This is an optimization exercise on Yosys and OpenROAD, whose aim is small area, a short achievable clock period and few clock cycles per item, not a production implementation.
In this exercise RTL edits were held to simulation tests only and were not proved equivalent to the original.
Power figures rest on the tool's default switching activity, not on a simulated workload.

// curve_tangler
module curve_tangler (
    input  wire        clk,
    input  wire        rst,         
    input  wire        cmd_valid,
    output wire        cmd_ready,
    input  wire [1:0]  cmd_op,
    input  wire [63:0] cmd_arg,
    output wire        rsp_valid,
    input  wire        rsp_ready,
    output wire [63:0] rsp_data
);
    reg  valid;
    assign cmd_ready = ~valid | rsp_ready;
    assign rsp_valid = valid;
    wire hil = cmd_op[1];
    wire det = cmd_op[0];
    wire ent = hil & ~det;           
    wire [31:0] ax = cmd_arg[63:32];
    wire [31:0] ay = cmd_arg[31:0];
    wire [31:0] u, s, lm01, lm10, lv0, lv1;
    genvar k;
    generate for (k = 0; k < 32; k = k + 1) begin : g_leaf
        assign u[k]    = det ? cmd_arg[2*k+1] : ax[k];
        assign s[k]    = det ? cmd_arg[2*k] : (ax[k] ^ ay[k]);
        assign lm01[k] = ent & s[k];
        assign lm10[k] = ent & ~s[k];
        assign lv0[k]  = hil & s[k] & u[k];
        assign lv1[k]  = hil & ~(s[k] | u[k]);
    end endgenerate
    wire gmc_1;
    assign gmc_1 = (lv0[31] ^ (lm01[30] & lv1[31]) ^ lv0[30]);
    wire gmp_2;
    assign gmp_2 = ((lm10[30] & lv0[31]) ^ lv1[31] ^ lv1[30]);
    wire gm_3;
    assign gm_3 = ~((lm01[28] & lm10[29]));
    wire gm_4;
    assign gm_4 = (lm01[29] ^ lm01[28]);
    wire gm_5;
    assign gm_5 = (lm10[28] ^ lm10[29]);
    wire gm_6;
    assign gm_6 = ~((lm10[28] & lm01[29]));
    wire gm_7;
    assign gm_7 = (lv0[29] ^ (lm01[28] & lv1[29]) ^ lv0[28]);
    wire gm_8;
    assign gm_8 = ((lm10[28] & lv0[29]) ^ lv1[29] ^ lv1[28]);
    wire gmc_9;
    assign gmc_9 = ((gm_3 & gmc_1) ^ (gm_4 & gmp_2) ^ gm_7);
    wire gmp_10;
    assign gmp_10 = ((gm_5 & gmc_1) ^ (gm_6 & gmp_2) ^ gm_8);
    wire gm_11;
  ...
export LEC_CHECK = 0
export ABC_AREA = 1
export CAP_MARGIN = 20
export CORE_MARGIN = 2
export CORE_UTILIZATION = 40
export GPL_ROUTABILITY_DRIVEN = 1
export GPL_TIMING_DRIVEN = 1
export PLACE_DENSITY = 0.6
export SLEW_MARGIN = 20
export TNS_END_PERCENT = 20
create_clock -name core_clock -period 10.0 [get_ports {clk}]
standard.sh (not shown) runs the stock make flow with config.mk's settings and CLKGATE_MAP_FILE= SYNTH_SCRIPT=/design/flow/synth_recipe.tcl, a recipe that flattens the netlist after the stock synthesis.
==> flow/flow/run.sh <==
#!/bin/bash
# The standard layout, with these changes to how it is made:
#  - if flow/abc_area.script exists, ABC maps the logic with it
#  - the setup repair aims at the slack margin in flow/margin.txt
#  - the port buffers are sky130_fd_sc_hd__buf_1
# Registers, constraints and clock period are those of the standard flow.
set -euo pipefail
MARGIN=$(cat flow/margin.txt)
rm -rf scripts_x
cp -r "$FLOW_HOME/scripts" scripts_x
if [[ -f flow/abc_area.script ]]; then
  cp flow/abc_area.script scripts_x/abc_area.script
fi
bash standard.sh "SCRIPTS_DIR=$PWD/scripts_x" "SETUP_SLACK_MARGIN=$MARGIN" \
  "BUFFER_PORTS_ARGS=-buffer_cell sky130_fd_sc_hd__buf_1" finish > flow_make.log 2>&1
==> flow/flow/margin.txt <==
4.95
Testbench counts at the start, summed over its fixed seeds: cycles 8,008, items 8,000.
Edit:
==> flow/flow/margin.txt (replaced) <==
5.1
Settings changed: TNS_END_PERCENT 20 to default.
Effect:
- fmax climbs by 2.5%
- routed wire length shrinks by 1.2%
- cell count is higher by 0.91%
- power climbs by 3.6%
Edit:
--- a/flow/flow/run.sh
+++ b/flow/flow/run.sh
@@ -4,3 +4,3 @@
 #  - the setup repair aims at the slack margin in flow/margin.txt
-#  - the port buffers are sky130_fd_sc_hd__buf_1
+#  - the port buffers are sky130_fd_sc_hd__buf_2
 # Registers, constraints and clock period are those of the standard flow.
@@ -14,2 +14,2 @@
 bash standard.sh "SCRIPTS_DIR=$PWD/scripts_x" "SETUP_SLACK_MARGIN=$MARGIN" \
-  "BUFFER_PORTS_ARGS=-buffer_cell sky130_fd_sc_hd__buf_1" finish > flow_make.log 2>&1
+  "BUFFER_PORTS_ARGS=-buffer_cell sky130_fd_sc_hd__buf_2" finish > flow_make.log 2>&1
==> flow/flow/margin.txt (replaced) <==
4.5
Result: The new run finished with timing, DRC and antenna clean. Clock skew drops by 8.9 ps. Setup slack is worse by 400 ps. Power came out lower by a few percent. Global-route usage shrinks by 0.43 points. Routed wire length drops by a few percent.
Edit:
--- a/flow/flow/run.sh
+++ b/flow/flow/run.sh
@@ -4,3 +4,3 @@
 #  - the setup repair aims at the slack margin in flow/margin.txt
-#  - the port buffers are sky130_fd_sc_hd__buf_2
+#  - the port buffers are sky130_fd_sc_hd__buf_1
 # Registers, constraints and clock period are those of the standard flow.
@@ -14,2 +14,2 @@
 bash standard.sh "SCRIPTS_DIR=$PWD/scripts_x" "SETUP_SLACK_MARGIN=$MARGIN" \
-  "BUFFER_PORTS_ARGS=-buffer_cell sky130_fd_sc_hd__buf_2" finish > flow_make.log 2>&1
+  "BUFFER_PORTS_ARGS=-buffer_cell sky130_fd_sc_hd__buf_1" finish > flow_make.log 2>&1
==> flow/flow/margin.txt (replaced) <==
5
After rerunning: The new run completed without violations; routed wire length is higher by 4.6%; cell area is higher by 3.4%; non-clock buffer count is higher by 24; total power is higher by 1.8%.
Edit:
==> flow/flow/margin.txt (replaced) <==
4.95
Settings changed: CORE_UTILIZATION 40 to 50, PLACE_DENSITY 0.6 to 0.7.
What happened: Clock power went down by about 1%; first-iteration DRC count rises by 7.5%; register-to-register slack barely changes; cell count goes down by 3.5%.
Edit:
==> flow/flow/run.sh (replaced) <==
#!/bin/bash
# The standard layout, with these changes to how it is made:
#  - synthesis maps the logic between the registers and the rsp_data outputs
#    with flow/abc_post.script (ABC area mapping, amap), and the rest of the
#    logic with the standard ABC area script (flow/patch_synth.py)
#  - the setup repair aims at the slack margin in flow/margin.txt
#  - the port buffers are sky130_fd_sc_hd__buf_1
# Registers, constraints and clock period are those of the standard flow.
# make's output goes to flow_make.log; each step's log is under orfs/logs.
set -euo pipefail
MARGIN=$(cat flow/margin.txt)
rm -rf scripts_x
cp -r "$FLOW_HOME/scripts" scripts_x
cp flow/abc_post.script scripts_x/abc_post.script
python3 flow/patch_synth.py scripts_x > patch_synth.log 2>&1
bash standard.sh "SCRIPTS_DIR=$PWD/scripts_x" "SETUP_SLACK_MARGIN=$MARGIN" \
  "BUFFER_PORTS_ARGS=-buffer_cell sky130_fd_sc_hd__buf_1" finish > flow_make.log 2>&1
==> flow/flow/abc_post.script (new file) <==
strash
dch
amap -m
topo
stime -c
buffer -c
upsize -c
dnsize -c
==> flow/flow/margin.txt (replaced) <==
4.85
==> flow/flow/patch_synth.py (new file) <==
#!/usr/bin/env python3
"""Patch a copy of ORFS's scripts/synth.tcl: map the logic between the
registers and the rsp_data outputs with flow/abc_post.script (area mapping)
before the usual ABC call maps the rest of the logic with the standard script.
usage: patch_synth.py SCRIPTS_DIR"""
import sys
p = sys.argv[1] + "/synth.tcl"
s = open(p).read()
a = """  log_cmd abc {*}$abc_args
} else {"""
b = """  # the logic from the registers to the response outputs is mapped for area
  # with abc_post.script; the rest of the logic with the standard script
  select -set post_cone o:rsp_data %ci*:-sky130_fd_sc_hd__edfxtp_1:-sky130_fd_sc_hd__dfxtp_1
  select -set post_gates @post_cone t:\\$_* %i
  puts "post-register gates mapped for area: [llength [split [string trim [tee -q -s result.string select -list @post_gates]] "\\n"]]"
  set abc_args_post [lreplace $abc_args 1 1 $::env(SCRIPTS_DIR)/abc_post.script]
  log_cmd abc {*}$abc_args_post @post_gates
  log_cmd abc {*}$abc_args
} else {"""
if s.count(a) != 1:
    sys.exit("patch_synth.py: anchor not found in " + p)
open(p, "w").write(s.replace(a, b))
Settings changed: CORE_UTILIZATION 50 to 40, PLACE_DENSITY 0.7 to 0.6.
After rerunning: The new run completed without violations; power shrinks by 3.7%; maximum frequency is lower by 3.1%; wire length goes up by 4.4%.

-- static timing again, ports no longer ideal --
In the flow no input, the clock included, has a driving cell. The finished layouts below were timed again as built, in two steps.
Step 1 (the two cells are an assumption about what drives the block):
set clk [get_ports {clk}]
set_driving_cell -lib_cell sky130_fd_sc_hd__clkbuf_16 $clk
set_driving_cell -lib_cell sky130_fd_sc_hd__buf_2 [delete_from_list [all_inputs] $clk]
Step 2 adds t to the input delays and takes it off the output delays; t is the mean of the earliest and latest rising clock arrival at the registers after step 1. Input paths then give back, and output paths get back, about the clock's delay inside the block.
Three values: ideal ports, drivers, drivers and shift; two values: the first two.
run	t (ns)	slack for setup (ns)	hold WS [ns]	worst data-port slew with drivers (ns)
the first run	0.375	5.142 / 5.098 / 4.741	0.901 / 0.901 / 0.901	0.20
the second run	0.370	5.260 / 5.143 / 4.772	0.579 / 0.579 / 0.579	0.17
the third run	0.369	4.856 / 4.859 / 4.490	0.957 / 0.957 / 0.957	0.05
the fourth run	0.371	5.223 / 5.132 / 4.761	0.579 / 0.579 / 0.579	0.17
the fifth run	0.371	5.174 / 5.134 / 4.841	1.148 / 1.148 / 1.148	0.09
the sixth run	0.376	5.019 / 4.978 / 4.770	0.978 / 0.978 / 0.978	0.11
After both steps setup and hold are still met in every run listed. For the second run, which loses most, drivers alone change the setup slack by -0.117 ns; drivers and shift together by -0.488 ns.
